This is an optimization exercise on Yosys and OpenROAD, whose aim is small area, a short achievable clock period and few clock cycles, not a production implementation.
Where RTL was checked, it was by simulation tests only, not by an equivalence proof against the original.
No functional check of the RTL was part of runs 3 and 4.
Power and IR drop assume default switching activity.

`flow/flow/run.sh`:
```
#!/bin/bash
# Standard ORFS layout (the standard.sh, standard synthesis unchanged) with:
#  - CTS without dummy loads.
# The full make output goes to flow_make.log; ORFS keeps per-step logs in orfs/logs.
set -euo pipefail
MARGIN=$(cat flow/margin.txt)
CTS="$(cat flow/cts_args.txt)"
bash standard.sh "SETUP_SLACK_MARGIN=$MARGIN" "CTS_ARGS=$CTS" finish > flow_make.log 2>&1
```
`flow/flow/cts_args.txt`:
```
-sink_clustering_enable -repair_clock_nets -dont_use_dummy_load -sink_clustering_size 28 -sink_clustering_max_diameter 70
```
`flow/flow/margin.txt`:
```
8.5
```
`flow/standard.sh`:
```
#!/bin/bash
# synth_recipe.tcl (not shown) runs the flow's synth.tcl, then flattens the netlist and writes it again
# the make line also repeats each setting of config.mk as NAME=value (left out here)
make -C /OpenROAD-flow-scripts/flow DESIGN_CONFIG=/design/flow/config.mk WORK_HOME=/design/flow/orfs CLKGATE_MAP_FILE= SYNTH_SCRIPT=/design/flow/synth_recipe.tcl "${@:-finish}"
```
`flow/config.mk`:
```
export PLATFORM = sky130hd
export DESIGN_NAME = wbext_framer
export DESIGN_NICKNAME = wbext_framer
export VERILOG_FILES = /design/flow/design.v
export SDC_FILE = /design/flow/constraint.sdc
export NUM_CORES = 4
export LEC_CHECK = 0
export CAP_MARGIN = 20
export CORE_MARGIN = 2
export CORE_UTILIZATION = 40
export SLEW_MARGIN = 20
```
`flow/constraint.sdc`:
```
create_clock -name core_clock -period 12.0 [get_ports {clk}]
set_input_delay 2.4000 -clock core_clock [delete_from_list [all_inputs] [get_ports {clk}]]
set_output_delay 2.4000 -clock core_clock [all_outputs]
set_load 0.01 [all_outputs]
```
`flow/design.v`:
```
module wbext_framer (
    input  wire        clk,
    input  wire        rst,         
    input  wire        cmd_valid,
    output wire        cmd_ready,
    input  wire [31:0] cmd,
    output reg         resp_valid,
    output reg  [31:0] resp
);
    localparam integer CAP = 266;
    localparam integer NT  = 48;    
    localparam [2:0] E_START = 3'd0;   
    localparam [2:0] E_SEEK  = 3'd1;   
    localparam [2:0] E_CMD   = 3'd2;   
    localparam [2:0] E_RLY   = 3'd3;   
    localparam [2:0] E_PRE   = 3'd4;   
    localparam [2:0] E_BODY  = 3'd5;   
    function [15:0] crc_step;
        input [15:0] c;
        input [7:0]  b;
        integer n;
        reg [15:0] t;
        begin
            t = c ^ {8'h00, b};
            for (n = 0; n < 8; n = n + 1)
                t = t[0] ? ((t >> 1) ^ 16'hA001) : (t >> 1);
            crc_step = t;
        end
    endfunction
    wire [15:0] k46 = crc_step(16'hFFFF, 8'h46);
    wire [15:0] k60 = crc_step(16'hFFFF, 8'h60);
    wire [15:0] k09 = crc_step(16'hFFFF, 8'h09);
    function [8:0] bclass;
        input [7:0] b;
        begin
            bclass[8] = (b == 8'h46) || (b == 8'h60);
            bclass[7] = (b == 8'h60);
            bclass[6] = (b == 8'h09);
            bclass[5] = (b == 8'h03);
            bclass[4] = (b == 8'h04) || (b == 8'h12);
            bclass[3] = (b == 8'h11);
            bclass[2] = (b == 8'h18);
            bclass[1] = (b == 8'h01) || (b == 8'h02) || (b == 8'h03) || (b == 8'h04);
            bclass[0] = (b == 8'h05) || (b == 8'h06) || (b == 8'h0F) || (b == 8'h10);
        end
    endfunction
    function [16:0] lookup;
        input [7:0] c;
        input       x;
        begin
            lookup = 17'd0;
            if (x) begin
                case (c)
                    8'h03:   lookup = {1'b1, 8'd0, 8'd10};
                    8'h04:   lookup = {1'b1, 8'd0, 8'd5};
                    8'h11:   lookup = {1'b1, 8'd5, 8'd8};
                    8'h12:   lookup = {1'b1, 8'd0, 8'd5};
                    8'h18:   lookup = {1'b1, 8'd3, 8'd6};
                    default: lookup = 17'd0;
                endcase
            end else begin
                case (c)
                    8'h01, 8'h02, 8'h03, 8'h04: lookup = {1'b1, 8'd2, 8'd5};
                    8'h05, 8'h06, 8'h0F, 8'h10: lookup = {1'b1, 8'd0, 8'd8};
                    default:                    lookup = 17'd0;
                endcase
            end
        end
    endfunction
    reg [8*CAP-1:0] ring;
    reg [8:0]  rx_len;
    reg        len0;        
    reg        full;        
    reg [1:0]  outcome;
    reg        late;
    reg        cmd_err;
    reg [2:0]  last_err;
    reg [15:0] crc;
    reg [8:0]  rel;         
    reg        al;          
    reg [2:0]  est;
    reg [15:0] ccrc;
    reg [2:0]  cnt;
    reg [8:0]  rem;
    reg [8:0]  total;
    reg [8:0]  c_off;
    reg [7:0]  rcmd;
    reg        relay;
    reg        mk60;
    reg [7:0]  rx_lo;
    reg [7:0]  rx_hi;
    reg        rbusy;
    reg [2:0]  rcnt;
    wire dec = outcome[0] ^ outcome[1];
    reg        rst_r;       
    reg        rdy_r;
    reg        stall_r;     
    reg        fv0;
    reg [19:0] f0;          
    reg        xv;
    reg        xpush, xcrcb, xrdreg, xrdrx, xclr, xcrci, xerr, xlkup;
    reg        xecode;      
    reg        xx;
    reg [8:0]  xa;
    reg        xkbig;       
    reg [8:0]  xd;
    reg        xinr;
    assign cmd_ready = rdy_r;
    wire acc = cmd_valid & rdy_r;
    wire stall     = stall_r;
    wire can_write = (outcome == 2'd0) & ~full;
    wire go        = xv & ~stall;
    wire pushgo    = go & xpush;
    wire wrote     = pushgo & can_write;
    wire first_go  = pushgo & len0;
    always @(posedge clk)
        rst_r <= rst;
    always @(posedge clk)
        if (!stall)
            f0 <= {cmd[31:24], cmd[23:17] == 7'd0, cmd[16], cmd[15:9] == 7'd0, cmd[8:0]};
    always @(posedge clk) begin
        if (rst_r)
            fv0 <= 1'b0;
        else if (!stall)
            fv0 <= acc;
    end
    wire [7:0]  d_op  = f0[19:12];
    wire        d_rok = f0[11];
    wire        d_x   = f0[10];
    wire        d_ahz = f0[9];
    wire [8:0]  d_a9  = f0[8:0];
    wire        d_b8  = d_rok & d_ahz & !d_a9[8];      
    wire        d_w   = d_b8 & !d_x & (d_a9[7:0] == 8'h00);
    wire d_nop   = (d_op == 8'h00) && d_w;
    wire d_clr   = (d_op == 8'h01) && d_w;
    wire d_push  = (d_op == 8'h02) && d_b8 && !d_x;
    wire d_crci  = (d_op == 8'h03) && d_w;
    wire d_crcb  = (d_op == 8'h04) && d_b8 && !d_x;
    wire d_lkup  = (d_op == 8'h05) && d_b8;
    wire d_rdreg = (d_op == 8'h06) && d_rok && !d_x;
    wire d_rdrx  = (d_op == 8'h07) && d_rok && !d_x;
    wire d_regbad = d_rdreg && (!d_ahz || d_a9 > 9'd9);
    wire d_ill   = !(d_nop | d_clr | d_push | d_crci | d_crcb | d_lkup | d_rdreg | d_rdrx);
    wire        d_kbig = !d_ahz || (d_a9 >= CAP);
    wire [8:0]  d_arg  = d_a9;
    wire [8:0]  relsel = first_go ? 9'd0 : rel;
    wire [9:0]  d_t    = {1'b0, relsel} - {1'b0, d_arg};
    wire [9:0]  d_t2   = d_t + 10'd266;
    wire [8:0]  d_d    = d_t[9] ? d_t2[8:0] : d_t[8:0];
    wire        d_inr  = d_kbig | (d_d < NT);
    wire inr_hold  = xkbig | (xd == CAP - 1) | (xd < NT - 1);
    wire xv_n      = stall ? xv    : fv0;
    wire xpush_n   = stall ? xpush : (fv0 & d_push);
    wire xrdrx_n   = stall ? xrdrx : (fv0 & d_rdrx);
    wire xinr_n    = stall ? inr_hold : d_inr;
    wire len0_n    = (go & xclr) | (len0 & ~wrote);
    wire [8:0] rel_n    = first_go ? 9'd1 : ((rel == CAP - 1) ? 9'd0 : rel + 9'd1);
    wire [8:0] rx_len_n = (go & xclr) ? 9'd0 : rx_len + {8'd0, wrote};
    wire al_n      = (rel_n == rx_len_n);
    wire rbusy_set;
    wire rbusy_n   = rbusy_set | (rbusy & (rcnt != 3'd1));
    wire stall_n   = xv_n & (rbusy_n | (xpush_n & ~len0_n & ~al_n & can_write) |
                             (xrdrx_n & ~xinr_n));
    always @(posedge clk) begin
        if (rst_r) begin
            stall_r <= 1'b0;
            rdy_r   <= !rst;
        end else begin
            stall_r <= stall_n;
            rdy_r   <= !rst & !stall_n;
        end
    end
    always @(posedge clk) begin
        if (rst_r) begin
            xv <= 1'b0;
        end else if (!stall) begin
            xv <= fv0;
        end
    end
    always @(posedge clk) begin
        if (!stall) begin
            xpush  <= fv0 & d_push;
            xcrcb  <= fv0 & d_crcb;
            xrdreg <= fv0 & d_rdreg & !d_regbad;
            xrdrx  <= fv0 & d_rdrx;
            xclr   <= fv0 & d_clr;
            xcrci  <= fv0 & d_crci;
            xlkup  <= fv0 & d_lkup;
            xerr   <= fv0 & (d_ill | d_regbad);
            xecode <= d_regbad;
            xx     <= d_x;
            xa     <= d_arg[8:0];
            xkbig  <= d_kbig;
            xd     <= d_d;
            xinr   <= d_inr;
        end else if (xrdrx) begin
            xd   <= (xd == CAP - 1) ? 9'd0 : xd + 9'd1;
            xinr <= inr_hold;
        end
    end
    wire [7:0]  tap4 = ring[4*8 +: 8];
    wire [7:0]  eb   = rbusy ? tap4 : xa[7:0];
    wire [8:0]  ebc  = bclass(eb);
    wire        b_mk  = ebc[8];
    wire        b_60  = ebc[7];
    wire        b_09  = ebc[6];
    wire        b_e03 = ebc[5];
    wire        b_e5  = ebc[4];
    wire        b_e11 = ebc[3];
    wire        b_e18 = ebc[2];
    wire        b_r14 = ebc[1];
    wire        b_r58 = ebc[0];
    wire        b_eh  = b_e03 | b_e5 | b_e11 | b_e18;
    wire        b_rh  = b_r14 | b_r58;
    wire eng_en = (wrote | rbusy) & (outcome == 2'd0);
    reg [15:0] cx;
    always @(*) begin
        cx = ccrc;
        case (est)
            E_START: cx = 16'hFFFF;
            E_SEEK:  cx = b_mk ? ccrc : 16'hFFFF;
            E_CMD:   if (!b_09 && !b_eh) cx = b_mk ? (mk60 ? k60 : k46) : 16'hFFFF;
            default: cx = ccrc;
        endcase
    end
    wire [15:0] cnext = crc_step((go & xcrcb) ? crc : cx, eb);
    wire [8:0]  epos   = rx_len - {6'd0, rcnt} - 9'd1;    
    wire [8:0]  var_bs = relay ? 9'd11 : (rcmd == 8'h11 ? 9'd8 : 9'd6);
    wire        rmiss  = (est == E_RLY) && (cnt == 3'd0) && !b_rh;
    assign rbusy_set   = wrote && (outcome == 2'd0) && (est == E_RLY) && (cnt == 3'd0) && !(ebc[1] | ebc[0]);
    wire        decide = (est == E_BODY) && (rem == 9'd1);
    wire        crc_ok = (ccrc == {eb, rx_lo});
    wire [1:0] outcome_n =
        (go & xclr) ? 2'd0 :
        (go & xpush & (outcome == 2'd0) & full) ? 2'd3 :
        (eng_en & decide) ? (crc_ok ? 2'd1 : 2'd2) : outcome;
    wire late_n = (go & xclr) ? 1'b0 :
                  (go & xpush & (outcome != 2'd0)) ? 1'b1 : late;
    wire [15:0] status_n = {cmd_err, last_err, 8'h00, late_n,
                            (outcome_n == 2'd1 || outcome_n == 2'd2) & ~relay, outcome_n};
    always @(posedge clk) begin
        if (rst_r || (go && xclr)) begin
            est   <= E_START;
            rbusy <= 1'b0;
            rcnt  <= 3'd0;
            relay <= 1'b0;
        end else begin
            if (rbusy) begin
                rcnt  <= rcnt - 3'd1;
                rbusy <= (rcnt != 3'd1);
            end
            if (eng_en) case (est)
            E_START: begin
                ccrc <= cnext;
                est  <= E_SEEK;
            end
            E_SEEK: begin
                ccrc <= cnext;
                if (b_mk) begin
                    c_off <= epos;
                    mk60  <= b_60;
                    est   <= E_CMD;
                end
            end
            E_CMD: begin
                ccrc <= cnext;
                if (b_09) begin
                    relay <= 1'b1;
                    cnt   <= 3'd4;
                    est   <= E_RLY;
                end else if (b_eh) begin
                    relay <= 1'b0;
                    rcmd  <= eb;
                    if (b_e03) begin
                        total <= 9'd10; rem <= 9'd7; est <= E_BODY;
                    end else if (b_e5) begin
                        total <= 9'd5;  rem <= 9'd2; est <= E_BODY;
                    end else if (b_e11) begin
                        cnt <= 3'd2; est <= E_PRE;
                    end else begin
                        cnt <= 3'd0; est <= E_PRE;
                    end
                end else if (b_mk) begin
                    c_off <= epos;
                    mk60  <= b_60;
                end else begin
                    est <= E_SEEK;
                end
            end
            E_RLY: begin
                if (cnt != 3'd0) begin
                    ccrc <= cnext;
                    cnt  <= cnt - 3'd1;
                end else if (b_r14) begin
                    ccrc <= cnext;
                    rcmd <= eb;
                    cnt  <= 3'd0;
                    est  <= E_PRE;
                end else if (b_r58) begin
                    ccrc  <= cnext;
                    rcmd  <= eb;
                    total <= 9'd14;
                    rem   <= 9'd6;
                    est   <= E_BODY;
                end else begin
                    ccrc  <= k09;
                    est   <= E_SEEK;
                    rbusy <= 1'b1;
                    rcnt  <= 3'd5;
                end
            end
            E_PRE: begin
                ccrc <= cnext;
                if (cnt != 3'd0) begin
                    cnt <= cnt - 3'd1;
                end else begin
                    rem   <= {1'b0, eb} + 9'd2;
                    total <= {1'b0, eb} + var_bs;
                    est   <= E_BODY;
                end
            end
            E_BODY: begin
                if (rem > 9'd2)
                    ccrc <= cnext;
                if (rem == 9'd2)
                    rx_lo <= eb;
                if (rem == 9'd1)
                    rx_hi <= eb;
                rem <= rem - 9'd1;
            end
            default: est <= E_START;
            endcase
        end
    end
    wire [15:0] crc_next = cnext;
    wire [8:0]  consumed = c_off + total;
    reg [15:0] reg_val;
    always @(*) begin
        case (xa[3:0])
            4'd0:    reg_val = {cmd_err, last_err, 8'h00, late, dec & ~relay, outcome};
            4'd1:    reg_val = {7'd0, rx_len};
            4'd2:    reg_val = dec ? {7'd0, c_off} : 16'd0;
            4'd3:    reg_val = dec ? {7'd0, total} : 16'd0;
            4'd4:    reg_val = (outcome == 2'd1) ? {7'd0, consumed} : 16'd0;
            4'd5:    reg_val = dec ? {8'd0, rcmd} : 16'd0;
            4'd6:    reg_val = dec ? ccrc : 16'd0;
            4'd7:    reg_val = dec ? {rx_hi, rx_lo} : 16'd0;
            4'd8:    reg_val = crc;
            default: reg_val = CAP;
        endcase
    end
    wire [5:0] tsel = {xd[5], xd[4] & ~xd[5], xd[3:0]};
    wire [7:0] tapx = ring[tsel*8 +: 8];
    wire       rx_err = xkbig | (xa >= rx_len);
    reg [31:0] resp_d;
    always @(*) begin
        resp_d = 32'd0;
        if (rbusy || xpush)
            resp_d = {16'd0, status_n};
        else if (xerr)
            resp_d = {29'h1000_0000, 1'b0, xecode, 1'b1};
        else if (xlkup)
            resp_d = {15'd0, lookup(xa[7:0], xx)};
        else if (xcrci)
            resp_d = 32'h0000_FFFF;
        else if (xcrcb)
            resp_d = {16'd0, crc_next};
        else if (xrdreg)
            resp_d = {16'd0, reg_val};
        else if (xrdrx)
            resp_d = rx_err ? 32'h8000_0002 : {24'd0, tapx};
    end
    always @(posedge clk)
        resp <= resp_d;
    always @(posedge clk) begin
        if (rst_r) begin
            resp_valid <= 1'b0;
            rx_len     <= 9'd0;
            len0       <= 1'b1;
            full       <= 1'b0;
            outcome    <= 2'd0;
            late       <= 1'b0;
            cmd_err    <= 1'b0;
            last_err   <= 3'd0;
            crc        <= 16'hFFFF;
            rel        <= 9'd0;
            al         <= 1'b0;
        end else begin
            outcome <= outcome_n;
            late    <= late_n;
            rel  <= rel_n;
            al   <= al_n;
            resp_valid <= 1'b0;
            if (rbusy && rcnt == 3'd1) begin
                resp_valid <= !rst;
            end
            if (go) begin
                resp_valid <= !rst;
                if (xerr) begin
                    cmd_err  <= 1'b1;
                    last_err <= {1'b0, xecode, 1'b1};
                end
                if (xclr) begin
                    rx_len <= 9'd0;
                    len0   <= 1'b1;
                    full   <= 1'b0;
                end
                if (xcrci)
                    crc <= 16'hFFFF;
                if (xcrcb)
                    crc <= crc_next;
                if (xrdrx && rx_err) begin
                    cmd_err  <= 1'b1;
                    last_err <= 3'd2;
                end
                if (xpush) begin
                    if (eng_en & rmiss)
                        resp_valid <= 1'b0;
                    if (can_write) begin
                        rx_len <= rx_len + 9'd1;
                        len0   <= 1'b0;
                        full   <= (rx_len == CAP - 1);
                    end
                end
            end
        end
    end
    always @(posedge clk)
        ring <= {ring[8*CAP-9:0], wrote ? xa[7:0] : ring[8*CAP-1 -: 8]};
endmodule
```
==> metrics.md, run 1 <==
| Metric | Value |
|---|---|
| Sw frac | roughly a fifth |
| Worst-Margin Slew | 1.032 ns |
| # IOs | 69 |
| Reg-to-Reg Start | rbusy |
| Slew Limit Fails | 0 |
| Comb power frac | 3.4% |
| Worst skew pair latency | between 0.7 and 0.8 ns |
| Die Area | 0.1493 sq mm |
| Final WL | 97,440 um |
| Final setup vio count | 0 |
| Worst slew margin | between 30 and 40% |
| Crit path capture | resp[0] |
| Reg2Reg Depth | 14 |
| Seq/Total Area, Yosys | between 80 and 90% |
| Setup ws final | roughly 8.3 ns |
| Synth warn | 1 |
| Req. time, crit path | 12.66 ns |
| F_max | about 270 MHz |
| R2r setup slk | 8.29 ns |
| CP arrival | between 4 and 5 ns |
| Cells after Synth | between 3,000 and 4,000 |
| Prevailing post-synth register cell | dfxtp_1 |
| Clock power frac | 31.5% |
| Final Hold Fails | 0 |
| Clk_skew | approximately 0.11 ns |
| CTS tree | done |
| Grt ovf | 0 |
| Die X | roughly 390 um |
| Fin nets | between 4,000 and 5,000 |
| Synthesis-to-layout area growth | 12.33% |
| Total power | ~12,000 uW |
| Worst setup path startpoint | rbusy |
| Hpwl dp | about 60,000 um |
| Critical setup path kind | flip-flop to flip-flop |
| Tmin final | ~3.7 ns |
| Status | timing/DRC/antenna clean |
| Number of antenna violations at the first check in global routing | 1 |
| Rows | between 100 and 150 |
| Vias in the first global route | about 26,000 |
| DRC Markers | 0 |
| Total Neg Setup Slack | 0 ns |
| Max-cap violations | 0 |
| CP endpoint kind | flip-flop |
| Final period util | between 30% and 40% |
| CP startpoint kind | flip-flop |
| Root buf cell | clkbuf_16 |
| Leak Pwr | roughly 0.025 uW |
| Dpl ws | approximately 7 ns |
| Initial DRT Pass Iterations | 5 |
| Post-synth EDFFs | around 120 |
| Port buffer count | 54 |
| GRT Util Overall | 13.14% |
| Drt initial violations | about 1,900 |
| First-pass GRT wire length | 153,000 um |
| RSZ-0062 raised after global routing | yes |
| Core area | ~0.15 sq mm |
| HP Class | flip-flop to flip-flop |
| Pwr/cell area | 182.7 mW/mm^2 |
| Mean number of vias per cell | between 4 and 5 |
| Die height | just under 400 um |
| Synth Register Bits | roughly 2,300 |
| Max FO, Critical Path | 7 |
| Synth Cell Area | between 0.05 and 0.06 sq mm |
| Largest net degree at the start of global routing | 57 |
| Async SR Flop Fraction | 0% |
| RR Endpoint | resp[0] |
| Clock sink count | 2,325 |
| Total CTS buffers | approximately 110 |
| Share of layout cells above drive strength 1 | between 10% and 20% |
| Seq pwr share | 65.1% |
| Diode count | 0 |
| Post-route ant nets | 0 |
| Mean post-synth cell area | 15.63 sq um |
| Psw | about 2400 uW |
| Via count | 26,673 |
| Clock-pin slew on the worst setup and hold paths | ~0.10 ns |
| Gpl congestion | ~0.88 |
| WL/cell | between 15 and 20 um |
| Initial Util | roughly two fifths |
| Internal power | around 9600 uW |
| Netlist cell types | a little over 90 |
| CTS H-tree depth | 3 |
| Maximum VDD drop | around 0.000096 V |
| Clk buf depth | 3 |
==> cells by family (layout without fill, tap and decap cells) <==
family / count (synthesis) / after routing / share of synthesized area [%]
AND/OR/NAND/NOR: 536 / 537 / 4.472
buffers and inverters: 176 / 347 / 1.290
flip-flops: 2325 / 2325 / 81.62
multiplexers: 148 / 148 / 5.135
XOR/XNOR: 115 / 115 / 1.849
adder cells (fa/ha/maj): 59 / 59 / 1.314
AO/OA/AOI/OAI: 380 / 380 / 4.314
other: 1 / 14 / 0.006413
==> state kept, by name, indices dropped and copies added, names as in the netlist, 2 cells and up, named ones only <==
register  cells
ring       2128
f0           20
resp         18
ccrc         16
crc          16
c_off         9
rel           9
rem           9
rx_len        9
total         9
xa            9
xd            9
rcmd          8
rx_hi         8
rx_lo         8
cnt           3
est           3
rcnt          3
last_err      2
outcome       2
==> power by group through the flow <==
stage | clock network [uW] | registers (uW) | logic, uW
detailed placement | 0 | 8000 | 358
floorplan | 0 | 7980 | 272
global placement | 0 | 8000 | 358
finish | 3780 | 7810 | 410
CTS | 3940 | 7810 | 391
global route | 4210 | 7820 | 441
==> metrics by stage <==
step | hold WS [ns] | util, % | std cells | cell area (sq um)
floorplan | 0.3096 | - | 3753 | 58590
global placement | 0.3101 | 42.10 | 5640 | 61210
detailed placement | 0.3121 | 42.10 | 5640 | 61210
CTS | 0.2431 | 44.80 | 5817 | 65140
global route | 0.2431 | 45.18 | 5842 | 65690
finish | 0.2475 | 45.18 | 5842 | 65690
==> critical path, cell delays in order (launching register included) <==
cell	delay, ns
dfxtp_4	0.48
buf_6	0.14
mux2i_4	0.26
buf_6	0.13
buf_6	0.10
nor4_4	0.05
or4_4	0.60
o211ai_4	0.25
buf_6	0.16
nor2_4	0.04
a221oi_4	0.28
xnor3_1	0.29
xor3_2	0.30
xnor2_4	0.16
a2111oi_2	0.35
==> layout by cell type (no fill, tap or decap), types with 21 or more instances in the layout <==
cell type / netlist / routed
clkbuf_16: 0 / 109
nand2b_1: 28 / 28
o21ai_0: 67 / 61
dfxtp_1: 2207 / 2180
buf_6: 3 / 35
ha_1: 55 / 50
nand3_1: 30 / 27
buf_4: 14 / 89
nor3_1: 42 / 38
clkdlybuf4s50_1: 0 / 34
mux4_2: 119 / 119
xnor2_1: 84 / 68
o22ai_1: 33 / 26
nand2_1: 149 / 144
a21oi_1: 110 / 101
edfxtp_1: 118 / 118
a22oi_1: 25 / 25
xor2_1: 24 / 21
inv_1: 63 / 58
nor2_1: 153 / 151
==> Yosys cell counts (9+ instances only) <==
master	number	area share [%]
nor2_1	153	0.98
a31oi_1	12	0.13
buf_4	14	0.18
a21oi_1	110	0.94
and2_1	14	0.15
nand2_1	149	0.96
xor2_1	24	0.36
mux4_2	119	4.6
o22ai_1	33	0.35
edfxtp_1	118	6.1
nand2b_1	28	0.30
a22oi_1	25	0.32
nor3b_1	12	0.15
or3_1	9	0.096
mux2i_1	21	0.36
inv_1	63	0.40
ha_1	55	1.2
o21ai_0	67	0.57
nor2b_1	11	0.12
a221oi_1	11	0.16
dfxtp_1	2207	76
clkbuf_1	72	0.46
xnor2_1	84	1.3
nor3_1	42	0.36
a21o_1	10	0.13
and3_1	13	0.14
a211oi_1	10	0.13
buf_1	12	0.077
nand3_1	30	0.26
nor4_1	20	0.21
==> area by class of cell <==
type	instances	area (sq um)
Multi-Input combinational cell	1253	10880
Inverter	68	276.5
Timing Repair Buffer	168	1590
Clock buffer	109	2728
Fill cell	12656	79700
Sequential cell	2325	47800
Timing Repair inverter	2	12.51
Tap cell	1917	2399
==> layer usage <==
metal | GRT usage [%] | wire [um]
met1 | 19.90 | 49080
met2 | 18.97 | 40220
met3 | 2.460 | 5274
met4 | 4.027 | 2839
met5 | 0 | 13
==> worst min path at each step <==
stage | from | endpoint | slack, ns | depth (start not counted)
after CTS | ring[534] | ring[542] | 0.24 | 0
after global routing | ring[544] | ring[552] | 0.24 | 0
final | ring[534] | ring[542] | 0.25 | 0
after floorplan | ring[992] | ring[1000] | 0.31 | 0
after global placement | ring[411] | ring[419] | 0.31 | 0
after detailed placement | ring[1377] | ring[1385] | 0.31 | 0
==> repair_timing <==
item | 4_1_cts | 5_1_grt
pin swaps | 30 | 34
setup buffers | 65 | 24
cloned | 3 | 1
setup endpoints to repair | 126 | 74
endpoints found under the hold margin | 0 | 0
hold buffers | 0 | 0
resized for setup | 246 | 64
Testbench counts, summed over its fixed seeds: cycles 16,322.
==> inputs of run 2 (changes only) <==
==> flow/flow/cts_args.txt (replaced) <==
-sink_clustering_enable -repair_clock_nets -dont_use_dummy_load -sink_clustering_size 24 -sink_clustering_max_diameter 100
==> run 2 against run 1 <==
Final area shrank 0.39%; die area is the same; critical path type unchanged; worst hold slack gained 0.024 ns; largest power group unchanged; first-iteration DRC count grew 2.3%; combinational power shrank 2%; still clean; core utilization shrank 0.18 points.
==> metrics.md, run 2 <==
| Metric | Value |
|---|---|
| Min Hold Slack | 0.2719 ns |
| Pwr/cell area | approximately 180 mW/mm^2 |
| Max FFs per register | 2,128 |
| Area leader, netlist | dfxtp_1 |
| Synth cell count leaders | dfxtp_1 (2,207), nor2_1 (153), nand2_1 (149), mux4_2 (119), edfxtp_1 (118) |
| Vias in the first global route | 26,308 |
| Commonest non-fill, non-tap cells in the layout | dfxtp_1 (2,182), nor2_1 (151), nand2_1 (144), mux4_2 (119), edfxtp_1 (118) |
| Prevailing post-synth register cell | dfxtp_1 |
| Initial Util | a little over 40% |
| Worst slew margin | roughly 31% |
| Cells after Synth | between 3,000 and 4,000 |
| Area occupied by multi-input gates | roughly 0.011 sq mm |
| Grt ovf | 0 |
| Die Area | ~0.15 sq mm |
| Drt initial violations | just under 2,000 |
| Post-synthesis mux area share | 5.135% |
| Total Neg Setup Slack | 0 ns |
| Initial DRT Pass Iterations | 6 |
| Most instantiated library cell after synthesis | dfxtp_1 |
| CP arrival | 4.42 ns |
| Slew Limit Fails | 0 |
| Maximum VDD drop | 0.0001023 V |
| Leak Pwr | about 0.025 uW |
| Synth Area in XOR/XNOR | about 1.8% |
| WL/cell | between 15 and 20 um |
| # IOs | 69 |
| Synth Cell Area | ~0.058 sq mm |
| Worst skew pair latency | ~0.76 ns |
| Via count | 26,633 |
| Final setup vio count | 0 |
| Dpl ws | about 7.0 ns |
| Area share of the largest cell type after synthesis | between 70% and 80% |
| Seq/Total Area, Yosys | slightly above 80% |
| Fin nets | approximately 4,000 |
| # hold bufs at CTS | 0 |
| F_max | ~270 MHz |
| CP startpoint kind | flip-flop |
| Post-synth EDFFs | ~120 |
| Regs by FF count | ring (2128), f0 (20), resp (18) |
| Port buffer count | 54 |
| Root buf cell | clkbuf_16 |
| HP Class | flip-flop to flip-flop |
| Crit-path cells | and3b_1, o22ai_2, a21oi_2, or4_4, o211ai_4, buf_4, o22ai_2, xnor2_2, buf_4, xor2_4, xor3_2, xnor2_4, a2111oi_2 |
| Total CTS buffers | around 110 |
| GRT Util Overall | between 10% and 20% |
| Worst-Margin Slew | 1.032 ns |
| Core area | approximately 0.15 sq mm |
| Netlist cell types | 93 |
| RSZ-0062 raised after global routing | yes |
| Async SR Flop Fraction | 0% |
| Tmin final | roughly 3.8 ns |
| Area share of and/or/nand/nor cells after synthesis | around 4.5% |
| Synth warn | 1 |
| Max FO, Critical Path | 6 |
| Max-cap violations | 0 |
| Gpl congestion | just under 0.9 |
| First-pass GRT wire length | 153,700 um |
| Clk buf depth | 3 |
| Synth Register Bits | 2,325 |
| Post-route ant nets | 0 |
| Die X | 386.3 um |
| Reg area | around 0.048 sq mm |
| Largest reg by FF count | ring |
| Final Hold Fails | 0 |
| Largest net degree at the start of global routing | 57 |
| Final WL | approximately 97,000 um |
| Hpwl dp | ~60,000 um |
| Setup ws final | a little over 8 ns |
| Final period util | 31.35% |
| Slowest stage cell, crit path | dfxtp_1 |
| Clock-pin slew on the worst setup and hold paths | about 0.1 ns |
| CP endpoint kind | flip-flop |
| Largest family of logic cells by synthesized area | multiplexers |
| Clock sink count | approximately 2,300 |
| Critical setup path kind | flip-flop to flip-flop |
| CTS H-tree depth | 3 |
| CTS tree | done |
| DRC Markers | 0 |
| Die height | roughly 390 um |
| Clk_skew | ~0.1 ns |
| Top cells by area, synth | dfxtp_1 (76%), edfxtp_1 (6.1%), mux4_2 (4.6%) |
| Post-Synth Adder-Cell Area | 1.314% |
| Fillers | between 10,000 and 15,000 |
| Commonest non-fill, non-tap cell in the layout | dfxtp_1 |
| Slowest stage delay, CP | ~0.67 ns |
| Share of layout cells above drive strength 1 | 13.03% |
| Status | timing/DRC/antenna clean |
| Synth Area in Compound Gates | under 10% |
| Req. time, crit path | ~13 ns |
| Rows | 140 |
| Mean number of vias per cell | between 4 and 5 |
| Number of antenna violations at the first check in global routing | 1 |
| Synthesis-to-layout area growth | 11.90% |
| Mean post-synth cell area | 15.63 sq um |
-- run 2: where the power goes --
group,internal [uW],leakage [uW],switching (uW)
sequential,7780,0.0189,27.1
clock,1600,0.00133,2150
combinational,177,0.00465,226
-- run 2: final cells by class --
class,instances,area share [%]
Sequential cell,2325,73.06
Multi-Input combinational cell,1252,16.42
Clock buffer,108,4.130
Tap cell,1917,3.666
Timing Repair Buffer,159,2.274
Inverter,68,0.4264
Timing Repair inverter,2,0.01912
Antenna cell,1,0.003825
-- run 2: what timing repair did --
| action | CTS | global route |
|---|---|---|
| endpoints found under the setup margin | 119 | 66 |
| pin swaps | 30 | 20 |
| gates resized for setup | 239 | 41 |
| gates cloned | 2 | 0 |
| setup buffers | 64 | 17 |
-- run 2: cell families (layout without fill, tap and decap cells) --
family | count (synthesis) | after routing
DFF | 2325 | 2325
and+or+nand+nor | 536 | 536
AOI/OAI and AO/OA | 380 | 380
buffers and inverters | 176 | 337
muxes | 148 | 148
xor gates and xnor gates | 115 | 115
adders and majority gates | 59 | 59
other | 1 | 15
-- run 2: stage by stage --
stage | total power, uW | area, sq um | utilization [%] | std cells
3_3_place_gp | 8357 | 61210 | 42.10 | 5640
2_1_floorplan | 8249 | 58590 | - | 3753
6_report | 11960 | 65430 | 45.00 | 5832
3_5_place_dp | 8357 | 61210 | 42.10 | 5640
5_1_grt | 12440 | 65430 | 45.00 | 5831
4_1_cts | 12120 | 65060 | 44.75 | 5814
-- run 2: final timing paths --
path / cells after the start / to / start / slack, ns
setup / recovery: 13 / resp[0] / ring[35] / 8.24
hold / removal: 0 / ring[1937] / ring[1929] / 0.27
setup reg to reg: 13 / resp[0] / ring[35] / 8.24
hold reg to reg: 0 / ring[1937] / ring[1929] / 0.27
-- run 2: critical path: cells and delay by family (launching register included) --
family | cells | cell delay [ns]
xor gates and xnor gates | 4 | 0.93
AOI/OAI and AO/OA | 5 | 0.94
buffers and inverters | 2 | 0.33
DFF | 1 | 0.67
and+or+nand+nor | 2 | 0.86
-- run 2: layer usage --
| layer | global-route usage, % | vias up | part of all wire (%) |
|---|---|---|---|
| met3 | 2.395 | 208 | 5.1 |
| met1 | 19.88 | 12952 | 50 |
| met2 | 19.11 | 587 | 41 |
| met4 | 4.220 | 2 | 3.2 |
| met5 | 0 | - | 0.013 |
| li1 | - | 12884 | - |
==> inputs of run 3 (changes only) <==
--- a/flow/design.v
+++ b/flow/design.v
@@ -29,4 +29,2 @@
     endfunction
-    wire [15:0] k46 = crc_step(16'hFFFF, 8'h46);
-    wire [15:0] k60 = crc_step(16'hFFFF, 8'h60);
     wire [15:0] k09 = crc_step(16'hFFFF, 8'h09);
@@ -215,13 +213,18 @@
     wire eng_en = (wrote | rbusy) & (outcome == 2'd0);
-    reg [15:0] cx;
+    wire [15:0] a_ccrc = crc_step(ccrc, 8'h00);
+    wire [15:0] a_ffff = crc_step(16'hFFFF, 8'h00);
+    wire [15:0] a_k46  = crc_step(crc_step(16'hFFFF, 8'h46), 8'h00);
+    wire [15:0] a_k60  = crc_step(crc_step(16'hFFFF, 8'h60), 8'h00);
+    wire [15:0] b_eb   = crc_step(16'h0000, eb);
+    reg  [15:0] a_sel;
     always @(*) begin
-        cx = ccrc;
+        a_sel = a_ccrc;
         case (est)
-            E_START: cx = 16'hFFFF;
-            E_SEEK:  cx = b_mk ? ccrc : 16'hFFFF;
-            E_CMD:   if (!b_09 && !b_eh) cx = b_mk ? (mk60 ? k60 : k46) : 16'hFFFF;
-            default: cx = ccrc;
+            E_START: a_sel = a_ffff;
+            E_SEEK:  a_sel = b_mk ? a_ccrc : a_ffff;
+            E_CMD:   if (!b_09 && !b_eh) a_sel = b_mk ? (mk60 ? a_k60 : a_k46) : a_ffff;
+            default: a_sel = a_ccrc;
         endcase
     end
-    wire [15:0] cnext = crc_step((go & xcrcb) ? crc : cx, eb);
+    wire [15:0] cnext = a_sel ^ b_eb;
     wire [8:0]  epos   = rx_len - {6'd0, rcnt} - 9'd1;    
@@ -334,3 +337,3 @@
     end
-    wire [15:0] crc_next = cnext;
+    wire [15:0] crc_next = crc_step(crc, 8'h00) ^ b_eb;
     wire [8:0]  consumed = c_off + total;
--- a/flow/config.mk
+++ b/flow/config.mk
@@ -9,3 +9,3 @@
 export CORE_MARGIN = 2
-export CORE_UTILIZATION = 40
+export CORE_UTILIZATION = 55
 export SLEW_MARGIN = 20
==> run 3 against run 2 <==
Still clean; area after synthesis increased by 0.32%; worst hold slack improved by 0.031 ns; sequential share of layout area increased by 1.4 points; non-clock buffer count down 38; maximum frequency rose by 3.8%; global-route usage increased by 5.4 points; core utilization grew 16 points; wire length increased by 3.9%; first-iteration DRC count down 24%; combinational power is 5.0% higher; register-to-register slack improved by 0.33 ns; sequential power about the same; largest cell class unchanged; largest power group unchanged.
==> metrics.md, run 3 <==
| Metric | Value |
|---|---|
| Status | timing/DRC/antenna clean |
| Worst skew pair latency | 0.71 ns |
| Max-cap violations | 0 |
| Crit-path cells | buf_6 |
| Rows | 119 |
| Clock power frac | 31.2% |
| Reg area | 0.04778 sq mm |
| Critical setup path kind | flip-flop to output pin |
| CP startpoint kind | flip-flop |
| CP endpoint kind | output pin |
| Placed cell count | 5,107 |
| # hold bufs at CTS | 0 |
| Diode count | 0 |
| Die height | between 300 and 400 um |
| Internal power | about 9600 uW |
| CTS H-tree depth | 3 |
| Clock sink count | about 2,300 |
| Mean post-synth cell area | 15.72 sq um |
| Slowest stage delay, CP | 0.39 ns |
| Regs by FF count | ring (2128), f0 (20), resp (18) |
| Gpl congestion | 0.8696 |
| Worst-Margin Slew | around 1.1 ns |
| Final Hold Fails | 0 |
| Grt ovf | 0 |
| Largest net degree at the start of global routing | between 60 and 70 |
| Synth cell count leaders | dfxtp_1 (2,207), nand2_1 (147), nor2_1 (126), mux4_2 (120), edfxtp_1 (118) |
| Die Area | 0.1093 sq mm |
| Seq/Total Area, Yosys | 81.36% |
| Total CTS buffers | 108 |
| Drt initial violations | about 1,500 |
| Synth Register Bits | 2,325 |
| Synth warn | 1 |
| Clk buf depth | 3 |
| Top cells by area, synth | dfxtp_1 (75%), edfxtp_1 (6.0%), mux4_2 (4.6%) |
| First-pass GRT wire length | between 150,000 and 200,000 um |
| Port buffer count | 54 |
| F_max | approximately 280 MHz |
| Vias in the first global route | 27,101 |
| Sw frac | around a fifth |
| Worst slew margin | 27.02% |
| Initial Util | between 50% and 60% |
| Reg2Reg Depth | 7 |
| Max FFs per register | ~2,100 |
| GRT Util Overall | ~19% |
| Total power | 11,960 uW |
| Final period util | 30.21% |
| Req. time, crit path | 9.60 ns |
| Tmin final | approximately 3.6 ns |
| RSZ-0062 raised after global routing | yes |
| Slowest stage cell, crit path | dfxtp_4 |
| Max FO, Critical Path | 2 |
| CTS tree | done |
| Synth Cell Area | 0.05866 sq mm |
| Post-synth EDFFs | roughly 120 |
| Setup ws final | around 8.4 ns |
| WL/cell | slightly below 20 um |
| Via count | about 26,000 |
| # IOs | between 60 and 70 |
| Largest reg by FF count | ring |
| Finished Layout Cells | between 5,000 and 6,000 |
| Slew Limit Fails | 0 |
| Synthesis-to-layout area growth | 9.415% |
| Crit path buf inv count | 1 |
| Die X | 330.6 um |
| DRC Markers | 0 |
| Clock-pin slew on the worst setup and hold paths | 0.10 ns |
| Initial DRT Pass Iterations | 5 |
| Hold depth | 0 |
| Top delay family on crit path | flip-flops |
| Commonest non-fill, non-tap cell in the layout | dfxtp_1 |
| Comb power frac | approximately 3.5% |
| Total Neg Setup Slack | 0 ns |
| Dpl ws | 7.162 ns |
| Async SR Flop Fraction | 0% |
| Clk_skew | 0.08015 ns |
| Pwr/cell area | 186.3 mW/mm^2 |
| Cells after Synth | around 3,700 |
| Fillers | a little under 8,000 |
| Final setup vio count | 0 |
| CP Depth | 1 |
| Netlist cell types | 88 |
| Most instantiated library cell after synthesis | dfxtp_1 |
| Area leader, netlist | dfxtp_1 |
| Number of antenna violations at the first check in global routing | 4 |
| Psw | 2397 uW |
| Post-route ant nets | 0 |
| Root buf cell | clkbuf_16 |
| Commonest non-fill, non-tap cells in the layout | dfxtp_1 (2,184), nand2_1 (147), nor2_1 (124), mux4_2 (120), edfxtp_1 (118) |
| Share of layout cells above drive strength 1 | 10.61% |
| Seq pwr share | between 60 and 70% |
| Leak Pwr | between 0.02 and 0.025 uW |
| CP arrival | approximately 1.2 ns |
| Core area | between 0.1 and 0.15 sq mm |
| Area occupied by multi-input gates | between 0.01 and 0.015 sq mm |
| Area share of the largest cell type after synthesis | approximately 75% |
| Prevailing post-synth register cell | dfxtp_1 |
| Hpwl dp | roughly 65,000 um |
| HP Class | flip-flop to flip-flop |
| Fin util | about 61% |
| Fin nets | between 3,000 and 4,000 |
| Mean number of vias per cell | between 5 and 6 |
| Final WL | 101,000 um |
| Maximum VDD drop | 0.0001725 V |
## run 3: cell types whose count changed in the layout (fill, tap and decap cells not counted), sizes merged, moves of 8 or more
cell / change
a21oi: -26
a22o: +10
buf: -38
ha: +18
nand3: +10
nor2: -28
nor2b: +10
nor3: -9
nor3b: -9
o21ai: +8
o22ai: -20
xor2: +25
## run 3: layer usage
layer / track usage [%] / wire [um] / vias to the layer above
met1: 27.47 / 50190 / 12968
met5: 0 / 27 / -
met2: 27.32 / 42830 / 537
met3: 3.557 / 4522 / 161
li1: - / - / 12745
met4: 6.551 / 3403 / 4
## run 3: logic make-up after synthesis
| family | share of synthesized area [%] |
|---|---|
| buf+inv | 1.290 |
| mux | 5.194 |
| other cells | 0.006393 |
| fa+ha+maj | 1.711 |
| xor+xnor | 2.186 |
| simple gates | 4.268 |
| compound gates | 3.987 |
| flops | 81.36 |
## run 3: metrics by stage
step	cell area [sq um]	hold slack, ns
4_1_cts	63850	0.3024
3_5_place_dp	60690	0.3121
6_report	64180	0.3027
3_3_place_gp	60690	0.3097
2_1_floorplan	58720	0.3096
5_1_grt	64180	0.3061
## run 3: path summary, 6_finish.rpt
path                              endpoint  startpoint  slack, ns
worst max-delay path             cmd_ready       rdy_r       8.37
worst min-delay path            ring[1947]  ring[1939]       0.30
worst max register to register     resp[2]     stall_r       8.57
worst min register to register  ring[1947]  ring[1939]       0.30
## run 3: cell type report
cell class / instances / area share (%)
clock buffer: 108 / 4.211
sequential: 2325 / 74.44
timing repair buffer: 121 / 1.753
tap: 1391 / 2.712
multi-input combinational: 1247 / 16.50
inverter: 63 / 0.3860
## run 3: power groups by stage
stage | sequential (uW) | combinational [uW] | clock (uW)
finish | 7800 | 423 | 3730
global route | 7810 | 457 | 4130
CTS | 7800 | 416 | 3860
detailed placement | 7990 | 399 | 0
global placement | 7990 | 394 | 0
floorplan | 7980 | 289 | 0
## run 3: repair_timing
action / CTS / global route
endpoints found under the setup margin: 128 / 68
buffers inserted: 22 / 17
gates resized for setup: 175 / 34
pin swaps: 3 / 10
==> inputs of run 4 (changes only) <==
--- a/flow/design.v
+++ b/flow/design.v
@@ -224,2 +224,3 @@
             E_SEEK:  a_sel = b_mk ? a_ccrc : a_ffff;
+            E_RLY:   if (cnt == 3'd0 && !b_rh) a_sel = a_ffff;
             E_CMD:   if (!b_09 && !b_eh) a_sel = b_mk ? (mk60 ? a_k60 : a_k46) : a_ffff;
@@ -231,4 +232,10 @@
     wire [8:0]  var_bs = relay ? 9'd11 : (rcmd == 8'h11 ? 9'd8 : 9'd6);
-    wire        rmiss  = (est == E_RLY) && (cnt == 3'd0) && !b_rh;
-    assign rbusy_set   = wrote && (outcome == 2'd0) && (est == E_RLY) && (cnt == 3'd0) && !(ebc[1] | ebc[0]);
+    function mkb;
+        input [7:0] b;
+        mkb = (b == 8'h46) || (b == 8'h60);
+    endfunction
+    wire        rquiet = !(mkb(ring[0 +: 8]) | mkb(ring[8 +: 8]) | mkb(ring[16 +: 8]) | mkb(ring[24 +: 8]));
+    wire        rmiss  = (est == E_RLY) && (cnt == 3'd0) && !b_rh && !(rquiet && !b_mk);
+    assign rbusy_set   = wrote && (outcome == 2'd0) && (est == E_RLY) && (cnt == 3'd0) &&
+                         !(ebc[1] | ebc[0]) && !(rquiet && !ebc[8]);
     wire        decide = (est == E_BODY) && (rem == 9'd1);
@@ -307,2 +314,5 @@
                     est   <= E_BODY;
+                end else if (rquiet && !b_mk) begin
+                    ccrc  <= cnext;
+                    est   <= E_SEEK;
                 end else begin
--- a/flow/config.mk
+++ b/flow/config.mk
@@ -9,3 +9,3 @@
 export CORE_MARGIN = 2
-export CORE_UTILIZATION = 55
+export CORE_UTILIZATION = 65
 export SLEW_MARGIN = 20
==> run 4 against run 3 <==
Worst hold slack got worse by 0.030 ns; clock-buffer cell count unchanged; still clean; largest power group unchanged; critical path depth increased by 12; worst setup slack worse by 0.073 ns; register-to-register slack got worse by 0.27 ns; combinational power is 2% higher; die area shrank 15%; critical endpoint is now stall_r; cell count shrank 3.7%; power increased by 0.76%; non-clock buffer count grew 23; core utilization rose by 11 points; maximum frequency decreased by 2.0%.
==> metrics.md, run 4 <==
| Metric | Value |
|---|---|
| Min Hold Slack | about 0.27 ns |
| Clk_skew | roughly 0.066 ns |
| R2r setup slk | 8.30 ns |
| Seq pwr share | around 65% |
| Worst skew pair latency | 0.72 ns |
| First-pass GRT wire length | 176,600 um |
| Via count | around 27,000 |
| Area leader, netlist | dfxtp_1 |
| Cells after Synth | ~3,700 |
| Diode count | 0 |
| Core area | about 0.09 sq mm |
| Fin util | 71.69% |
| Commonest non-fill, non-tap cells in the layout | dfxtp_1 (2,184), nand2_1 (127), mux4_2 (120), edfxtp_1 (118), clkbuf_16 (111) |
| Rows | 110 |
| Clock power frac | between 30% and 40% |
| Top cells by area, synth | dfxtp_1 (75%), edfxtp_1 (6.0%), mux4_2 (4.6%) |
| Die X | 304.7 um |
| CP endpoint kind | flip-flop |
| Hpwl dp | 68,690 um |
| Worst Hold Launch | ring[478] |
| Clk buf depth | 3 |
| RR Endpoint | stall_r |
| Drt initial violations | ~2,200 |
| F_max | 270.4 MHz |
| Psw | approximately 2500 uW |
| Largest reg by FF count | ring |
| Reg2Reg Depth | 13 |
| Max FO, Critical Path | 5 |
| Synth Cell Area | slightly below 0.06 sq mm |
| Req. time, crit path | roughly 13 ns |
| CTS H-tree depth | 3 |
| Die height | 304.7 um |
| GRT Util Overall | between 20% and 30% |
| Number of antenna violations at the first check in global routing | 3 |
| WL/cell | roughly 23 um |
| Mean number of vias per cell | 5.387 |
| Root buf cell | clkbuf_16 |
| Leak Pwr | about 0.025 uW |
| Area share of the largest cell type after synthesis | ~75% |
| Sw frac | about a fifth |
| Comb power frac | 3.6% |
| Slowest stage cell, crit path | or4b_4 |
| Total CTS buffers | ~110 |
| Post-route ant nets | 0 |
| CP arrival | between 4 and 5 ns |
| Critical setup path kind | flip-flop to flip-flop |
| Async SR Flop Fraction | 0% |
| Total power | ~12,000 uW |
| HP Class | flip-flop to flip-flop |
| Worst slew margin | a little under a third |
| Commonest non-fill, non-tap cell in the layout | dfxtp_1 |
| Maximum VDD drop | between 0.00015 and 0.0002 V |
| Tmin final | 3.698 ns |
| Fillers | 5,355 |
| Largest net degree at the start of global routing | 55 |
| Final setup vio count | 0 |
| Synth Register Bits | approximately 2,300 |
| Synth warn | 1 |
| Slew Limit Fails | 0 |
| Initial DRT Pass Iterations | 5 |
| Vias in the first global route | around 29,000 |
| Total Neg Setup Slack | 0 ns |
| Share of layout cells above drive strength 1 | 11.71% |
| Clock-pin slew on the worst setup and hold paths | ~0.090 ns |
| CP startpoint kind | flip-flop |
| Most instantiated library cell after synthesis | dfxtp_1 |
| Gpl congestion | 0.9503 |
| Final WL | between 100,000 and 150,000 um |
| Post-synth EDFFs | approximately 120 |
| Synth cell count leaders | dfxtp_1 (2,207), nand2_1 (128), mux4_2 (120), edfxtp_1 (118), nor2_1 (110) |
| Synthesis-to-layout area growth | 9.585% |
| Regs by FF count | ring (2128), f0 (20), resp (18) |
| Internal power | roughly 9600 uW |
| Max-cap violations | 0 |
| Netlist cell types | 85 |
| CTS tree | done |
| Die Area | around 0.093 sq mm |
| Reg-to-Reg Start | stall_r |
| Prevailing post-synth register cell | dfxtp_1 |
| RSZ-0062 raised after global routing | yes |
| Pwr/cell area | between 150 and 200 mW/mm^2 |
| Slowest stage delay, CP | between 0.4 and 0.5 ns |
| Hold depth | 0 |
| Max FFs per register | around 2,100 |
| DRC Markers | 0 |
| Clock sink count | around 2,300 |
| Grt ovf | 0 |
| # IOs | 69 |
| Seq/Total Area, Yosys | roughly 81% |
| Port buffer count | between 50 and 60 |
| Final Hold Fails | 0 |
| Final period util | 30.82% |
| Crit-path cells | buf_12, nand4b_1, buf_4, and2_4, fa_2, a21o_1, a21oi_2, or4b_4, and3_4, o41ai_4, xnor2_2, a31oi_2, or2_1 |
| Fin nets | 4,000 |
| Worst-Margin Slew | 1.012 ns |
| Status | timing/DRC/antenna clean |
| Hold EP | ring[486] |
| Initial Util | between 60% and 70% |
| Mean post-synth cell area | around 16 sq um |
run 4: cell count changes in the layout (fill, tap and decap cells not counted), moves of 6 or more:
cell	previous run	this run
nor2_1	124	107
or3_1	11	20
a22o_1	13	2
o21ai_0	74	62
nand2b_1	26	34
mux2i_1	17	27
a211oi_1	14	8
nor3_1	36	42
xor2_1	49	28
o22ai_1	15	34
buf_4	59	78
xnor2_1	88	103
nand2_1	147	127
run 4: logic make-up after synthesis:
group / Yosys count / synth area share (%)
adder cells (fa/ha/maj): 77 / 1.690
XOR/XNOR: 138 / 2.139
other: 1 / 0.006378
AO/OA/AOI/OAI: 350 / 3.971
flip-flops: 2325 / 81.18
AND/OR/NAND/NOR: 507 / 4.412
multiplexers: 158 / 5.335
buffers and inverters: 173 / 1.268
run 4: critical path: cells and delay by family, from the launching register on:
kind            cells  cell delay, ns
fa+ha+maj           1            0.36
xor+xnor            1            0.17
simple gates        5            1.38
compound gates      4            0.91
buf+inv             2            0.40
flops               1            0.36
run 4: worst max path at each step:
stage | end | startpoint
2_1_floorplan | ccrc[13] | rbusy
3_3_place_gp | stall_r | stall_r
3_5_place_dp | stall_r | stall_r
4_1_cts | resp[5] | resp[5]
5_1_grt | stall_r | stall_r
6_report | stall_r | stall_r
run 4: power by group through the flow:
stage	clock network [uW]	registers (uW)	logic, uW
4_1_cts	3880	7810	401
3_5_place_dp	0	8000	383
6_report	3800	7810	432
3_3_place_gp	0	8000	379
2_1_floorplan	0	7980	297
5_1_grt	4120	7820	460
run 4: routing by layer:
layer | part of all wire, % | vias to the layer above | track usage (%)
met5 | 0 | - | 0
met4 | 3.4 | 0 | 8.519
met3 | 4.5 | 218 | 3.922
met2 | 49 | 714 | 41.68
met1 | 44 | 13479 | 33.81
li1 | - | 12858 | -
run 4: what timing repair did:
item	CTS	global route
resized for setup	193	59
buffers inserted	39	21
setup endpoints to repair	105	98
hold endpoints to repair	0	0
hold buffers	0	0
pin swaps	9	19
gates cloned	1	3
run 4: through the flow:
| stage | std cells | area (sq um) | setup slack (ns) |
|---|---|---|---|
| 5_1_grt | 5062 | 64430 | 8.203 |
| 4_1_cts | 5038 | 63910 | 8.331 |
| 6_report | 5062 | 64430 | 8.302 |
| 3_3_place_gp | 4890 | 60570 | 7.705 |
| 3_5_place_dp | 4890 | 60570 | 7.587 |
| 2_1_floorplan | 3742 | 58860 | 8.507 |
run 4: layout make-up:
class	instances	area (sq um)	area share [%]
Sequential cell	2325	47780	74.16
Multi-Input combinational cell	1244	10830	16.81
Clock buffer	108	2703	4.195
Tap cell	1176	1471	2.284
Timing Repair Buffer	144	1383	2.146
Inverter	65	260.3	0.4039
==> inputs of run 5 (changes only) <==
--- a/flow/design.v
+++ b/flow/design.v
@@ -143,7 +143,7 @@
     wire [8:0]  d_arg  = d_a9;
-    wire [8:0]  relsel = first_go ? 9'd0 : rel;
-    wire [9:0]  d_t    = {1'b0, relsel} - {1'b0, d_arg};
+    wire [9:0]  d_t    = {1'b0, rel} - {1'b0, d_arg};
     wire [9:0]  d_t2   = d_t + 10'd266;
-    wire [8:0]  d_d    = d_t[9] ? d_t2[8:0] : d_t[8:0];
-    wire        d_inr  = d_kbig | (d_d < NT);
+    wire [8:0]  d_d1   = d_t[9] ? d_t2[8:0] : d_t[8:0];
+    wire [8:0]  d_d    = first_go ? 9'd0 : d_d1;
+    wire        d_inr  = first_go | d_kbig | (d_d1 < NT);
     wire inr_hold  = xkbig | (xd == CAP - 1) | (xd < NT - 1);
@@ -154,5 +154,5 @@
     wire len0_n    = (go & xclr) | (len0 & ~wrote);
-    wire [8:0] rel_n    = first_go ? 9'd1 : ((rel == CAP - 1) ? 9'd0 : rel + 9'd1);
-    wire [8:0] rx_len_n = (go & xclr) ? 9'd0 : rx_len + {8'd0, wrote};
-    wire al_n      = (rel_n == rx_len_n);
+    wire [8:0] rel_p1   = (rel == CAP - 1) ? 9'd0 : rel + 9'd1;
+    wire [8:0] rel_n    = first_go ? 9'd1 : rel_p1;
+    wire al_n      = wrote | (rel_p1 == rx_len);
     wire rbusy_set;
@@ -238,4 +238,5 @@
     wire        rmiss  = (est == E_RLY) && (cnt == 3'd0) && !b_rh && !(rquiet && !b_mk);
+    wire [8:0]  xbcl   = bclass(xa[7:0]);
     assign rbusy_set   = wrote && (outcome == 2'd0) && (est == E_RLY) && (cnt == 3'd0) &&
-                         !(ebc[1] | ebc[0]) && !(rquiet && !ebc[8]);
+                         !(xbcl[1] | xbcl[0]) && !(rquiet && !xbcl[8]);
     wire        decide = (est == E_BODY) && (rem == 9'd1);
==> flow/flow/margin.txt (replaced) <==
8.8
--- a/flow/config.mk
+++ b/flow/config.mk
@@ -9,3 +9,3 @@
 export CORE_MARGIN = 2
-export CORE_UTILIZATION = 65
+export CORE_UTILIZATION = 55
 export SLEW_MARGIN = 20
==> run 5 against run 4 <==
Highest routed layer is now met5; sequential power barely moved; core utilization fell by 11 points; worst setup slack improved by 0.044 ns; non-clock buffer count fell by 12; flip-flop and latch count did not move; clock-buffer cell count did not move; clock skew rose by 0.034 ns; synthesized cell count rose by 1.3%; largest power group unchanged; maximum frequency rose by 1.2%.
==> metrics.md, run 5 <==
| Metric | Value |
|---|---|
| Status | timing/DRC/antenna clean |
| Commonest non-fill, non-tap cell in the layout | dfxtp_1 |
| Max FO, Critical Path | 1 |
| Max FFs per register | between 2,000 and 2,500 |
| Final WL | 101,700 um |
| HP Class | flip-flop to flip-flop |
| Largest reg by FF count | ring |
| RSZ-0062 raised after global routing | yes |
| Pwr/cell area | ~190 mW/mm^2 |
| Top delay family on crit path | flip-flops |
| Worst Hold Launch | ring[2072] |
| Rows | 119 |
| Regs by FF count | ring (2128), f0 (20), resp (18) |
| Share of layout cells above drive strength 1 | roughly 11% |
| Area leader, netlist | dfxtp_1 |
| Gpl congestion | 0.8987 |
| CP endpoint kind | output pin |
| Hpwl dp | 64,240 um |
| Grt ovf | 0 |
| Slowest stage cell, crit path | dfxtp_4 |
| Largest net degree at the start of global routing | 52 |
| Mean post-synth cell area | 15.55 sq um |
| Die X | approximately 330 um |
| Worst setup path startpoint | resp[0] |
| Reg-to-Reg Start | rem[2] |
| Fin nets | between 4,000 and 5,000 |
| Synth cell count leaders | dfxtp_1 (2,207), nor2_1 (154), nand2_1 (127), edfxtp_1 (118), mux4_2 (115) |
| Crit-path cells | buf_6 |
| CP arrival | 1.25 ns |
| CTS tree | done |
| Clk_skew | 0.09987 ns |
| Most instantiated library cell after synthesis | dfxtp_1 |
| Die Area | about 0.11 sq mm |
| Mean number of vias per cell | between 5 and 6 |
| Netlist cell types | 79 |
| Synth Register Bits | roughly 2,300 |
| Seq/Total Area, Yosys | 81.27% |
| Drt initial violations | approximately 2,000 |
| Final setup vio count | 0 |
| Tmin final | around 3.7 ns |
| Cells after Synth | around 3,800 |
| Crit path buf inv count | 1 |
| Fillers | between 7,000 and 8,000 |
| Final Hold Fails | 0 |
| GRT Util Overall | about 19% |
| Prevailing post-synth register cell | dfxtp_1 |
| Leak Pwr | around 0.025 uW |
| Clk buf depth | 3 |
| Area of placed instances | 0.06086 sq mm |
| Clock-pin slew on the worst setup and hold paths | ~0.09 ns |
| Slowest stage delay, CP | around 0.41 ns |
| Die height | 330.8 um |
| CTS H-tree depth | 3 |
| Synth warn | 1 |
| # IOs | about 70 |
| Req. time, crit path | 9.60 ns |
| CP startpoint kind | flip-flop |
| Synth Cell Area | between 0.05 and 0.06 sq mm |
| Number of antenna violations at the first check in global routing | 3 |
| Diode count | 0 |
| Design Area, Final | 0.06459 sq mm |
| WL/cell | 19.14 um |
| DRC Markers | 0 |
| Post-route ant nets | 0 |
| Commonest non-fill, non-tap cells in the layout | dfxtp_1 (2,183), nor2_1 (148), nand2_1 (127), edfxtp_1 (118), mux4_2 (115) |
| Root buf cell | clkbuf_16 |
| Slew Limit Fails | 0 |
| Vias in the first global route | 27,580 |
| Worst slew margin | 30.22% |
| Worst skew pair latency | 0.72 ns |
| Maximum VDD drop | around 0.00014 V |
| Worst-Margin Slew | around 1.0 ns |
| Final period util | 30.46% |
| Top cells by area, synth | dfxtp_1 (75%), edfxtp_1 (6.0%), mux4_2 (4.4%) |
| # hold bufs at CTS | 0 |
| First-pass GRT wire length | approximately 160,000 um |
| Core area | 0.1056 sq mm |
| Port buffer count | 54 |
| Post-synth EDFFs | 118 |
| Critical setup path kind | flip-flop to output pin |
| Total CTS buffers | around 110 |
| Synthesis-to-layout area growth | 9.984% |
| Async SR Flop Fraction | 0% |
| Initial Util | a little under three fifths |
| F_max | between 200 and 300 MHz |
| Clock sink count | 2,325 |
| Max-cap violations | 0 |
| Area share of the largest cell type after synthesis | about three quarters |
| Initial DRT Pass Iterations | 6 |
| Total Neg Setup Slack | 0 ns |
| Via count | 27,143 |
-- run 5: cell count changes in the layout (fill, tap and decap cells not counted), moves of 6 or more --
cell	change
nor2_1	+41
xor2_1	+28
xnor2_1	-26
o21ai_0	+25
buf_4	-12
or3_1	-10
nand3_1	+9
o22ai_1	-9
a221oi_1	+7
nor4_1	+7
or4_1	-7
and2_1	-6
-- run 5: cells by family after synthesis --
group	Yosys count	synth area share [%]
DFF	2325	81.27
and+or+nand+nor	541	4.525
AOI/OAI and AO/OA	361	4.020
buffers and inverters	175	1.231
muxes	157	5.139
xor gates and xnor gates	139	2.096
adders and majority gates	78	1.713
other	1	0.006386
-- run 5: where the power goes --
group | internal [uW] | total [uW] | leakage, uW | switching (uW)
logic | 189 | 458 | 0.00443 | 268
clock network | 1600 | 3740 | 0.00133 | 2140
registers | 7790 | 7800 | 0.0189 | 18.6
total | 9580 | 12000 | 0.0247 | 2430
-- run 5: path summary, 6_finish.rpt --
kind / to / slack [ns] / cells past startpoint
setup / recovery: resp[0] / 8.35 / 1
hold / removal: ring[2080] / 0.28 / 0
setup reg to reg: resp[0] / 8.79 / 8
hold reg to reg: ring[2080] / 0.28 / 0
-- run 5: layer usage --
metal	vias up	track usage [%]	share of wire, %
met4	2	6.905	3.1
met5	-	0	0.012
met2	710	27.86	43
met1	13267	27.13	49
met3	207	3.252	5.1
li1	12957	-	-
-- run 5: layout make-up --
cell class | count | area (sq um) | area share [%]
timing repair buffer | 132 | 1316 | 2.038
sequential | 2325 | 47770 | 73.96
inverter | 69 | 272.8 | 0.4223
multi-input combinational | 1290 | 10790 | 16.70
tap | 1391 | 1740 | 2.695
clock buffer | 108 | 2703 | 4.184
-- run 5: metrics by stage --
| step | power, uW | util [%] | setup slack, ns | std cells | hold WS [ns] |
|---|---|---|---|---|---|
| 6_report | 12000 | 61.18 | 8.345 | 5315 | 0.2757 |
| 5_1_grt | 12440 | 61.18 | 8.291 | 5315 | 0.2762 |
| 4_1_cts | 12120 | 60.79 | 8.291 | 5295 | 0.2732 |
| 3_5_place_dp | 8394 | 57.65 | 7.722 | 5161 | 0.3121 |
| 3_3_place_gp | 8391 | 57.65 | 7.833 | 5161 | 0.3102 |
| 2_1_floorplan | 8273 | - | 8.507 | 3790 | 0.3096 |
-- run 5: what timing repair did --
| action | in CTS | in global routing |
|---|---|---|
| setup buffers | 23 | 18 |
| resized for setup | 183 | 58 |
| pin swaps | 9 | 15 |
| endpoints found under the hold margin | 0 | 0 |
| gates cloned | 3 | 2 |
| setup endpoints to repair | 110 | 81 |
Testbench counts of run 5, summed over its fixed seeds: cycles 16,056.
==> inputs of run 6 (changes only) <==
==> flow/flow/margin.txt (replaced) <==
8.5
==> run 6 against run 5 <==
Flip-flop and latch count unchanged; register-to-register slack got worse by 0.22 ns; clock power about the same; clock-buffer cell count unchanged; largest power group unchanged.
==> metrics.md, run 6 <==
| Metric | Value |
|---|---|
| Grt ovf | 0 |
| Final setup vio count | 0 |
| Synth Register Bits | around 2,300 |
| Area leader, netlist | dfxtp_1 |
| Final period util | between 30 and 40% |
| WL/cell | slightly below 20 um |
| Fillers | about 7,800 |
| Dpl ws | between 7 and 8 ns |
| Max-cap violations | 0 |
| Hpwl dp | around 66,000 um |
| Synth cell count leaders | dfxtp_1 (2,207), nor2_1 (154), nand2_1 (127), edfxtp_1 (118), mux4_2 (115) |
| CTS H-tree depth | 3 |
| Area share of the largest cell type after synthesis | between 70% and 80% |
| Max FO, Critical Path | 1 |
| Total Neg Setup Slack | 0 ns |
| Comb power frac | approximately 3.4% |
| Die X | between 300 and 400 um |
| Max FFs per register | roughly 2,100 |
| Reg area | approximately 0.048 sq mm |
| Critical setup path kind | flip-flop to output pin |
| Fin nets | approximately 4,000 |
| Top Metal Used | met4 |
| Async SR Flop Fraction | 0% |
| Worst Hold Launch | ring[1956] |
| Placed cell count | slightly above 5,000 |
| Reg-to-Reg Start | xd[0] |
| Post-route ant nets | 0 |
| Initial DRT Pass Iterations | 8 |
| Gpl congestion | about 0.93 |
| Seq pwr share | 65.3% |
| Clock power frac | between 30% and 40% |
| Total CTS buffers | 108 |
| Seq/Total Area, Yosys | between 80% and 90% |
| Top delay family on crit path | flip-flops |
| Slowest stage delay, CP | about 0.43 ns |
| Synth warn | 1 |
| Vias in the first global route | approximately 27,000 |
| Sw frac | between 20% and 30% |
| Met1 wire length | 50,030 um |
| Netlist cell types | 79 |
| Setup ws final | between 8 and 9 ns |
| RSZ-0062 raised after global routing | yes |
| Drt initial violations | around 2,200 |
| Final WL | about 100,000 um |
| # IOs | 69 |
| Worst skew pair latency | between 0.7 and 0.8 ns |
| Slowest stage cell, crit path | dfxtp_4 |
| First-pass GRT wire length | 159,600 um |
| Cells after Synth | 3,777 |
| Clock-pin slew on the worst setup and hold paths | roughly 0.09 ns |
| Area occupied by multi-input gates | roughly 0.011 sq mm |
| Synth Cell Area | ~0.06 sq mm |
| Largest net degree at the start of global routing | ~100 |
| Crit path buf inv count | 1 |
| Psw | ~2400 uW |
| Root buf cell | clkbuf_16 |
| CTS tree | done |
| Die height | 330.8 um |
| Met2 wire length | roughly 44,000 um |
| Post-synth EDFFs | 118 |
| Fin util | 60.73% |
| CP startpoint kind | flip-flop |
| Most instantiated library cell after synthesis | dfxtp_1 |
| Maximum VDD drop | 0.0001566 V |
| Synthesis-to-layout area growth | 9.168% |
| Status | timing/DRC/antenna clean |
| Die Area | roughly 0.11 sq mm |
| Clock sink count | approximately 2,300 |
| Worst-Margin Slew | 1.123 ns |
| Mean number of vias per cell | 5.089 |
| Crit-path cells | buf_6 |
| Commonest non-fill, non-tap cell in the layout | dfxtp_1 |
| F_max | between 200 and 300 MHz |
| Internal power | between 9000 and 10,000 uW |
| Clk_skew | ~0.077 ns |
| Port buffer count | 54 |
| Core area | approximately 0.11 sq mm |
| Slew Limit Fails | 0 |
| Rows | between 100 and 150 |
| Req. time, crit path | 9.60 ns |
| Initial Util | approximately 56% |
| Leak Pwr | roughly 0.025 uW |
| GRT Util Overall | 18.87% |
| Clk buf depth | 3 |
| Via count | between 20,000 and 30,000 |
| Largest reg by FF count | ring |
| Total power | around 12,000 uW |
| Worst setup path startpoint | resp[1] |
| Diode count | 0 |
| Number of antenna violations at the first check in global routing | 0 |
| Prevailing post-synth register cell | dfxtp_1 |
| DRC Markers | 0 |
| CP endpoint kind | output pin |
| Mean post-synth cell area | around 16 sq um |
| Regs by FF count | ring (2128), f0 (20), resp (18) |
| # hold bufs at CTS | 0 |
| Pwr/cell area | around 190 mW/mm^2 |
| CP arrival | ~1.3 ns |
| Top cells by area, synth | dfxtp_1 (75%), edfxtp_1 (6.0%), mux4_2 (4.4%) |
| Worst slew margin | around 25% |
| Final Hold Fails | 0 |
| HP Class | flip-flop to flip-flop |
| Tmin final | between 3 and 4 ns |
| Finished Layout Cells | between 5,000 and 6,000 |
| Share of layout cells above drive strength 1 | about a tenth |
| Commonest non-fill, non-tap cells in the layout | dfxtp_1 (2,188), nor2_1 (153), nand2_1 (127), edfxtp_1 (118), mux4_2 (115) |
| Met3 wire length | between 4000 and 5000 um |
[run 6: final timing paths]
path,end,slack (ns),cells past startpoint
max,resp[1],8.34,1
min,ring[1964],0.29,0
max reg2reg,resp[2],8.57,7
min reg2reg,ring[1964],0.29,0
[run 6: cell type report]
class	instances	share of cell area, %
Sequential cell	2325	74.52
Multi-Input combinational cell	1290	16.54
Clock buffer	108	4.216
Tap cell	1391	2.715
Timing Repair Buffer	112	1.587
Inverter	69	0.4274
[run 6: power by group through the flow]
stage | Sequential [uW] | Combinational (uW) | Clock [uW]
2_1_floorplan | 7980 | 296 | 0
3_3_place_gp | 8000 | 394 | 0
3_5_place_dp | 8000 | 397 | 0
4_1_cts | 7810 | 406 | 3870
5_1_grt | 7820 | 446 | 4130
6_report | 7810 | 412 | 3750
[run 6: worst reg2reg max path, delay by kind of cell (launching register included)]
kind                   cells  cell delay [ns]
AOI/OAI and AO/OA          4             0.97
buffers and inverters      1             0.61
DFF                        1             0.53
muxes                      2             1.24
[run 6: repair_timing]
action / 4_1_cts / 5_1_grt
buffers inserted: 12 / 17
resized for setup: 155 / 29
gates cloned: 0 / 1
pin swaps: 2 / 2
endpoints found under the setup margin: 99 / 84
[run 6: metal layers]
metal	vias up	track usage, %
li1	12912	-
met1	13160	28.22
met2	677	28.02
met3	199	2.713
met4	0	7.014
met5	-	0
[run 6: through the flow]
step	hold WS, ns	area (sq um)
after floorplan	0.3096	58780
after global placement	0.3097	60840
after detailed placement	0.3121	60840
after CTS	0.2931	63860
after global routing	0.2898	64110
final	0.2940	64110
[run 6: kinds of logic after synthesis]
group / synth area share (%)
flip-flops: 81.27
AND/OR/NAND/NOR: 4.525
AO/OA/AOI/OAI: 4.020
buffers and inverters: 1.231
multiplexers: 5.139
XOR/XNOR: 2.096
adder cells (fa/ha/maj): 1.713
other: 0.006386

re-timing with driven ports:
Ports are ideal in the flow. The routed layouts listed here were re-timed in OpenROAD. Step 1 sets driving cells, clkbuf_16 on the clock port and buf_2 on the other inputs (assumed; they add their load-dependent delay and slew). Step 2, shift: input delay + t, output delay - t, t = (earliest + latest rising clock arrival at the registers) / 2. This alone moves slack from input paths to output paths. Three values: no drivers, after step 1, after step 2; two values: the first two.
run	shift t [ns]	setup slack, ns
run 1	0.795	8.289 / 8.234 / 8.210
run 2	0.786	8.238 / 8.238 / 8.203
run 3	0.742	8.375 / 8.308 / 8.071
run 4	0.755	8.302 / 8.302 / 8.267
run 5	0.743	8.345 / 8.275 / 8.245
run 6	0.742	8.342 / 8.273 / 8.276
After both steps every run listed still meets setup and hold.
